Background: an optimization exercise with open tools, aiming at a short achievable clock period and few clock cycles. Do not read the settings as production practice.
The RTL was checked by simulation tests, not by an equivalence proof against the original design.
No driver is modelled on the clock port, so clocking that relies on it looks cheaper here than on a real chip.
Power is estimated from default activity; no workload was simulated.

### flow/design.v
module reel_compositor (
    input  wire        clk,
    input  wire        rst,
    input  wire        gscr_we,
    input  wire [2:0]  gscr_addr,
    input  wire [7:0]  gscr_wdata,
    input  wire        start,
    output wire        busy,
    output reg  [13:0] vram_addr,
    input  wire [15:0] vram_rdata,
    output reg  [16:0] fgrom_addr,
    input  wire [63:0] fgrom_rdata,
    output reg  [18:0] reelrom_addr,
    input  wire [63:0] reelrom_rdata,
    output reg         pix_we,
    output reg  [17:0] pix_addr,
    output reg  [7:0]  pix_data
);
    reg [7:0] gscr [0:7];
    always @(posedge clk) begin
        if (gscr_we)
            gscr[gscr_addr] <= gscr_wdata;
    end
    wire [15:0] global_x       = {gscr[1], gscr[0]};
    wire [15:0] global_y       = {gscr[3], gscr[2]};
    wire [15:0] global_x_reels = {gscr[5], gscr[4]};
    wire [15:0] global_y_reels = {gscr[7], gscr[6]};
    function [63:0] rev8;
        input [63:0] v;
        integer k;
        begin
            for (k = 0; k < 8; k = k + 1)
                rev8[8*k +: 8] = v[8*(7-k) +: 8];
        end
    endfunction
    reg busy_r;
    reg go;             
    reg lastB;          
    assign busy = busy_r;
    always @(posedge clk) begin
        if (rst) begin
            busy_r <= 1'b0;
            go     <= 1'b0;
        end else begin
            go <= start && !busy_r;
            if (start && !busy_r)
                busy_r <= 1'b1;
            else if (pix_we && lastB)
                busy_r <= 1'b0;
        end
    end
    reg [15:0] vq;
    always @(posedge clk)
        vq <= vram_rdata;
    reg [7:0] ph;           
    reg [5:0] grp;
    reg       g60, g61, g62, g63;    
    reg       fvalid;       
    reg [8:0] lineR;        
    reg [1:0] mR;           
    reg [5:0] fr;           
    reg [2:0] fpy;          
    reg [2:0] hR, hF;       
    reg [5:0] c0, c1;       
    reg [6:0] fc0, fc1;     
    reg [8:0] lineN;
    reg [8:0] fyN;
    reg [8:0] yN;
    reg [1:0] aN, mN;
    reg [5:0] hlo;          
    reg [3:0] hhi;
    reg [8:0] HN;
    reg [5:0] flo;          
    reg [4:0] fhi;
    reg [9:0] fhN;
    reg [5:0] c1N;
    reg [6:0] fc1N;
    reg [8:0] gxr8;
    reg [5:0] s0lo, s1lo;   
    reg [3:0] s0hi, s1hi;   
    reg [16:0] fa0, fa1;
    reg       nzF0, nzF1, flipF0, flipF1;
    reg       prR0, prR1, flipR0, flipR1;
    wire [7:0] sel_byte = lineN[0] ? vq[15:8] : vq[7:0];
    wire       line_end = ph[7] && g63;
    wire [3:0] r0 = lineR[8:5] + s0hi + {3'd0, s0lo[5]};
    wire [3:0] r1 = lineR[8:5] + s1hi + {3'd0, s1lo[5]};
    always @(posedge clk) begin
        if (go) begin
            ph     <= 8'b0100_0000;
            grp    <= 6'd60;
            g60    <= 1'b1;
            g61    <= 1'b0;
            g62    <= 1'b0;
            g63    <= 1'b0;
            fvalid <= 1'b0;
            lineN  <= global_y_reels[8:0] + 9'd8;
            fyN    <= global_y[8:0];
            yN     <= 9'd0;
            gxr8   <= global_x_reels[8:0] + 9'd8;
        end else begin
            ph <= {ph[6:0], ph[7]};
            if (ph[7]) begin
                grp <= grp + 6'd1;
                g60 <= (grp == 6'd59);
                g61 <= (grp == 6'd60);
                g62 <= (grp == 6'd61);
                g63 <= (grp == 6'd62);
            end
            if (line_end) begin
                fvalid <= (yN != 9'd288);
                lineR  <= lineN;
                mR     <= mN;
                fr     <= fyN[8:3];
                fpy    <= fyN[2:0];
                hR     <= HN[2:0];
                hF     <= fhN[2:0];
                c0     <= HN[8:3];
                c1     <= c1N;
                fc0    <= fhN[9:3];
                fc1    <= fc1N;
                lineN  <= lineN + 9'd1;
                fyN    <= fyN + 9'd1;
                yN     <= yN + 9'd1;
            end else if (ph[7]) begin
                c0  <= c0 + 6'd1;
                c1  <= c1 + 6'd1;
                fc0 <= fc0 + 7'd1;
                fc1 <= fc1 + 7'd1;
            end
        end
        vram_addr <= ({14{ph[0]}} & {6'h30, mR, c0})
                   | ({14{ph[1]}} & {6'h30, mR, c1})
                   | ({14{ph[2]}} & {1'b0, fr, fc0})
                   | ({14{ph[3]}} & {1'b0, fr, fc1})
                   | ({14{ph[4]}} & {2'b10, mR, r0, c0})
                   | ({14{ph[5]}} & {2'b10, mR, r1, c1})
                   | ({14{ph[6]}} & (g61 ? {6'h32, aN, yN[8:3]}
                                         : {6'h33, lineN[8:1]}))
                   | ({14{ph[7]}} & {8'hC4, fyN[8:3]});
        if (ph[3]) begin
            s0lo <= {1'b0, lineR[4:0]} + {1'b0, vq[4:0]};
            s0hi <= vq[8:5];
        end
        if (ph[4]) begin
            s1lo <= {1'b0, lineR[4:0]} + {1'b0, vq[4:0]};
            s1hi <= vq[8:5];
        end
        if (ph[5]) begin
            fa0    <= {vq[13:0], fpy ^ {3{vq[14]}}};
            nzF0   <= |vq[13:0];
            flipF0 <= vq[15];
        end
        if (ph[6]) begin
            fa1    <= {vq[13:0], fpy ^ {3{vq[14]}}};
            nzF1   <= |vq[13:0];
            flipF1 <= vq[15];
        end
        reelrom_addr <= {vq[13:0], ph[7] ? s0lo[4:0] : s1lo[4:0]};
        fgrom_addr   <= ph[7] ? fa0 : fa1;
        if (ph[7]) begin
            prR0   <= vq[14];
            flipR0 <= vq[15];
        end
        if (ph[0]) begin
            prR1   <= vq[14];
            flipR1 <= vq[15];
        end
        if (ph[1] && g61) begin
            aN <= sel_byte[1:0];
            mN <= (sel_byte[1:0] > sel_byte[3:2]) ? sel_byte[1:0] : sel_byte[3:2];
        end
        if (ph[2] && g61) begin
            flo <= {1'b0, global_x[4:0]} + {1'b0, vq[4:0]};
            fhi <= vq[9:5];
        end
        if (ph[3] && g61)
            fhN <= {global_x[9:5] + fhi + {4'd0, flo[5]}, flo[4:0]};
        if (ph[1] && g62) begin
            hlo <= {1'b0, gxr8[4:0]} + {1'b0, vq[4:0]};
            hhi <= vq[8:5];
        end
        if (ph[2] && g62)
            HN <= {gxr8[8:5] + hhi + {3'd0, hlo[5]}, hlo[4:0]};
        if (ph[0] && g63) begin
            c1N  <= HN[8:3] + {5'd0, |HN[2:0]};
            fc1N <= fhN[9:3] + {6'd0, |fhN[2:0]};
        end
    end
    reg [63:0] loR, hiR, loF, hiF;
    reg [7:0]  lo7R, lo7F;
    reg [3:0]  kR, kF;           
    reg        last_i;           
    reg        t1_v;
    reg [2:0]  t1_hR, t1_hF;
    reg        o_v;
    reg        o_pr0, o_pr1, o_nz0, o_nz1;
    reg        vA;
    reg [7:0]  rpenA, fpenA;
    reg        prA, nzA;
    reg [17:0] cnt;              
    wire [7:0] lo7R_now = last_i ? lo7R : loR[63:56];
    wire [7:0] lo7F_now = last_i ? lo7F : loF[63:56];
    wire [127:0] rowsR = {hiR, lo7R_now, loR[55:0]};
    wire [127:0] rowsF = {hiF, lo7F_now, loF[55:0]};
    always @(posedge clk) begin
        if (ph[1]) begin
            loR  <= flipR0 ? rev8(reelrom_rdata) : reelrom_rdata;
            loF  <= flipF0 ? rev8(fgrom_rdata) : fgrom_rdata;
            lo7R <= loR[63:56];
            lo7F <= loF[63:56];
        end
        if (ph[2]) begin
            hiR   <= flipR1 ? rev8(reelrom_rdata) : reelrom_rdata;
            hiF   <= flipF1 ? rev8(fgrom_rdata) : fgrom_rdata;
            o_pr0 <= prR0;
            o_pr1 <= prR1;
            o_nz0 <= nzF0;
            o_nz1 <= nzF1;
            t1_v  <= fvalid;
            t1_hR <= hR;
            t1_hF <= hF;
            o_v   <= t1_v;
            kR    <= {1'b0, t1_hR};
            kF    <= {1'b0, t1_hF};
        end else begin
            kR <= kR + 4'd1;
            kF <= kF + 4'd1;
        end
        last_i <= ph[1];
        rpenA <= rowsR[8*kR +: 8];
        fpenA <= rowsF[8*kF +: 8];
        prA   <= kR[3] ? o_pr1 : o_pr0;
        nzA   <= kF[3] ? o_nz1 : o_nz0;
        vA    <= o_v;
        pix_data <= (prA || !(nzA && (fpenA != 8'd0))) ? rpenA : fpenA;
        pix_addr <= cnt;
        lastB    <= (cnt == {9'd287, 9'd511});
        if (go)
            cnt <= 18'd0;
        else if (vA)
            cnt <= cnt + 18'd1;
        if (go) begin
            t1_v <= 1'b0;
            o_v  <= 1'b0;
            vA   <= 1'b0;
        end
    end
    always @(posedge clk) begin
        if (rst)
            pix_we <= 1'b0;
        else
            pix_we <= vA && busy_r && !go;
    end
endmodule
### flow/flow/post_cts.tcl
set block [ord::get_db_block]
set root [$block findInst clkbuf_0_clk]
if {$root != "NULL"} {
  set in_net [[$root findITerm A] getNet]
  set out_net [[$root findITerm X] getNet]
  set sinks {}
  foreach it [$out_net getITerms] {
    if {[$it getInst] != $root} { lappend sinks $it }
  }
  puts "post_cts: root buffer feeds [llength $sinks] pins"
  if {[llength $sinks] <= 4} {
    foreach it $sinks { $it disconnect }
    [$root findITerm A] disconnect
    [$root findITerm X] disconnect
    odb::dbInst_destroy $root
    odb::dbNet_destroy $out_net
    foreach it $sinks { $it connect $in_net }
    puts "post_cts: removed root buffer"
    estimate_parasitics -placement
    report_clock_latency
    repair_timing_helper
    detailed_placement
    check_placement -verbose
  }
}
### flow/flow/run.sh
#!/bin/bash
set -euo pipefail
export CTS_ARGS="-sink_clustering_enable -repair_clock_nets -sink_clustering_size 22 -sink_clustering_max_diameter 100"
export POST_CTS_TCL="$PWD/flow/post_cts.tcl"
bash standard.sh > standard_flow.log 2>&1
### flow/constraint.sdc
create_clock -name core_clock -period 6.5 [get_ports {clk}]
set_input_delay 1.3000 -clock core_clock [delete_from_list [all_inputs] [get_ports {clk}]]
set_output_delay 1.3000 -clock core_clock [all_outputs]
set_load 0.01 [all_outputs]
### flow/standard.sh
#!/bin/bash
# synth_recipe.tcl (not shown) runs the flow's synth.tcl, then flattens the netlist and writes it again
# the make line also repeats each setting of config.mk as NAME=value (left out here)
make -C /OpenROAD-flow-scripts/flow DESIGN_CONFIG=/design/flow/config.mk WORK_HOME=/design/flow/orfs CLKGATE_MAP_FILE= SYNTH_SCRIPT=/design/flow/synth_recipe.tcl "${@:-finish}"
### flow/config.mk
export PLATFORM = sky130hd
export DESIGN_NAME = reel_compositor
export DESIGN_NICKNAME = reel_compositor
export VERILOG_FILES = /design/flow/design.v
export SDC_FILE = /design/flow/constraint.sdc
export NUM_CORES = 4
export LEC_CHECK = 0
export ABC_CLOCK_PERIOD_IN_PS = 2000
export CAP_MARGIN = 20
export CORE_MARGIN = 2
export CORE_UTILIZATION = 60
export PLACE_DENSITY = 0.7
export SETUP_SLACK_MARGIN = 4.5
export SLEW_MARGIN = 20
export TNS_END_PERCENT = 100
==> results_dict.tcl <==
set metrics [dict create \
    dp_hpwl_microns 40780 \
    fmax_mhz 463.7 \
    clk_latency_ns 0.39 \
    io_pins 237 \
    grt_max_degree 88 \
    initial_core_util_pct 60.62 \
    cts_sinks 688 \
    cts_tree "built" \
    avgSynthCellArea_sq_um 14.94 \
    synthAdderAreaFrac_pct 2.842 \
    coreArea_sq_um 47650 \
    path_class "reg -> out" \
    yosys.area_share.simple_pct 5.800 \
    antenna_found_initial 2 \
    final-max-slew-violation-count 0 \
    finClkSkew_ns 0.02281 \
    drive_above_1_share_pct 26.58 \
    tightest_slew_ns 0.9412 \
    avgViaCountPerCell 5.841 \
    finalHoldViolCount 0 \
    synth-seq-cells 688 \
    dp.cells 2705 \
    seq_area_sq_um 19030 \
    layout_common_cells "edfxtp_1 (517), mux2_2 (303), clkdlybuf4s50_1 (154), dfxtp_1 (114), nand2_1 (93)" \
    drt_wl_total_microns 61590 \
    grt_overflow_total 0 \
    p_leak_nw 11.58 \
    fill_cells 3357 \
    std_cell_rows 80 \
    synth_top_flop_cell "edfxtp_1" \
    synth_xor_area_share_pct 2.911 \
    path_max_fanout 1 \
    synth.net_count 2151 \
    rsz0062_at_grt "true" \
    place.gp.congestion 0.8423 \
    finalCritPeriodShare_pct 33.18 \
    slew_headroom_pct 37.02 \
    status "no timing/DRC/antenna violations" \
    startpoint_type "register" \
    dieArea_sq_um 49910 \
    die_h_microns 223.4 \
    critPathCaptureType "output pin" \
    hold_path.class "reg -> reg" \
    path_delay_family "flip-flops" \
    area_growth_pct 14.60 \
    drt_iter0_drc 1323 \
    yosysWarnings 1 \
    globalRouteTotalUtil_pct 24.54 \
    seq_area_frac_synth_pct 65.60 \
    yosys-mux-area-fraction_pct 16.88 \
    synth_area_sq_um 28890 \
    finalNetCount 2357 \
    grt_pass1_wl_microns 94460 \
    arrival_ns 0.86 \
    finalSetupTns_ns 0 \
    power_density_nw_per_um2 292.4 \
    routedWlPerCell_microns 22.13 \
    dr.pass1.iters 5 \
    port-buffer-count 236 \
    vias 16260 \
    period_minus_slack_ns 2.157 \
    cp_cell_sequence "buf_6" \
    synth-edff-count 517 \
    ys_types 54 \
    finalSetupViolCount 0 \
    drcViolationCount 0 \
    cp.required_ns 5.20 \
    postSynth.asyncResetShare_pct 0 \
    synth_top_family_by_area "multiplexers" \
    max_cap_viol_count 0 \
    crit_path_top_delay_cell "dfxtp_4" \
    clk_pin_slew_ns 0.08 \
    multi_input_area_sq_um 9504 \
    ant_nets 0 \
    synth_compound_gate_area_share_pct 3.998 \
    ir_drop_uv 306.0 \
    cp_slowest_stage_delay_ns 0.36 \
    final_common_cell "edfxtp_1" \
    final_cells 2783 \
    first_global_vias 16410 \
    syn_inst 1933 \
    cp_num_buf_inv 1 \
    fp.dieW_microns 223.4 \
]
## through the flow
step                setup WS (ns)  total power [mW]  instance area [sq um]  util, %  hold WS [ns]
floorplan                   4.279             6.609                  29000        -        0.3258
global placement            3.727             7.269                  31850    66.84        0.3713
detailed placement          3.666             7.315                  31850    66.84        0.3779
global route                4.311             10.08                  33100    69.47        0.3956
finish                      4.343             9.680                  33100    69.47        0.3840
## where the power goes
part           switching [mW]  total (mW)  leakage [nW]  internal (mW)
combinational           0.901        1.78          4.92          0.882
clock                    1.31        2.43         0.511           1.12
sequential              0.349        5.47          6.15           5.12
## synth_stat cells, types with 2 or more instances
library cell  number  area, sq um
and3_1            14        87.58
xor2_1            46        402.9
nor2_1            70        262.8
mux2_2           304         3423
o221ai_1           2        17.52
inv_1             46        172.7
nand3_1           77        385.4
o21a_1             3        22.52
nand2_1           94        352.8
buf_4              3        22.52
a21o_1            13        97.59
mux2i_1           73        730.7
and4_1             2        17.52
dfxtp_1          171         3423
o21ai_1           18        90.09
a222oi_1           6        60.06
or2_2              4        25.02
a211o_1            2        17.52
nor3_1            23        115.1
o21ai_0           64        320.3
buf_1              8        30.03
fa_1              11        220.2
ha_1              48        600.6
o21bai_1           3        22.52
or3_1              8        50.05
mux4_2            32        720.7
xnor2_1           50        437.9
nand2b_1           5        31.28
nor4_1             6        37.54
and2_1             8        50.05
and4_4             2        22.52
a22oi_1           24        180.2
nor2b_1           15        93.84
a21oi_1           44        220.2
clkbuf_1          68        255.2
edfxtp_1         517        15520
buf_2             18        90.09
nand4_1           12        75.07
a22o_1             4        35.03
## state kept, by name, indices dropped and copies added, names as in the netlist, 10 cells and up
| signal | count |
|---|---|
| fa1 | 17 |
| reelrom_addr | 19 |
| fhN | 10 |
| vram_addr | 14 |
| loF | 64 |
| cnt | 18 |
| vq | 16 |
| fa0 | 17 |
| fgrom_addr | 17 |
| hiF | 64 |
| pix_addr | 18 |
| gscr | 37 |
| loR | 64 |
| hiR | 64 |
## layer usage
metal  GRT usage [%]  share of wire [%]  wire length [microns]
met2           44.06                 52                  32160
met3           3.095                4.1                   2521
met5               0              0.018                     11
met4           5.269                2.2                   1335
met1           32.13                 42                  25560
## path summary, 6_finish.rpt
kind	startpoint	slack [ns]	to	cells after the start
hold reg to reg	cnt[1]	0.38	pix_addr[1]	0
setup / recovery	fgrom_addr[0]	4.34	fgrom_addr[0]	1
hold / removal	cnt[1]	0.38	pix_addr[1]	0
setup reg to reg	lineN[0]	4.56	mN[0]	6
## cell type report
class | count | area share [%]
timing repair buffer | 263 | 7.658
antenna | 1 | 0.007560
inverter | 46 | 0.5443
timing repair inverter | 1 | 0.02268
multi-input combinational | 1103 | 28.71
clock inverter | 2 | 0.07560
clock buffer | 64 | 3.168
sequential | 688 | 57.49
tap | 615 | 2.325
## logic make-up (layout without fill, tap and decap cells)
kind of cell	Yosys count	after routing
AOI/OAI and AO/OA	191	191
xor gates and xnor gates	96	96
adders and majority gates	59	59
buffers and inverters	143	376
DFF	688	688
muxes	409	409
other	0	1
and+or+nand+nor	347	348
Testbench counts, summed over its fixed seeds: cycles 589,988.

what the ideal ports hide:
The flow's constraints put no driver on any port. The routed layout listed below was extracted and timed again, unchanged, in two steps. Step 1 assumes that a clkbuf_16 drives the clock port and a buf_2 every other input. Step 2, shift: input delay + t, output delay - t, t = (earliest + latest rising clock arrival at the registers) / 2. This alone moves slack from input paths to output paths. Slacks: ideal / step 1 / step 2; pairs: ideal / step 1.
t (ns): 0.497
setup slack, ns: 4.343 / 4.222 / 4.105
hold WS [ns]: 0.384 / 0.384 / 0.384
worst setup path at the end: input to register
worst slew at a driven data input, ns: 0.08
After both steps setup and hold are still met in this run. For this run, drivers alone change the setup slack by -0.121 ns; drivers and shift together by -0.238 ns.
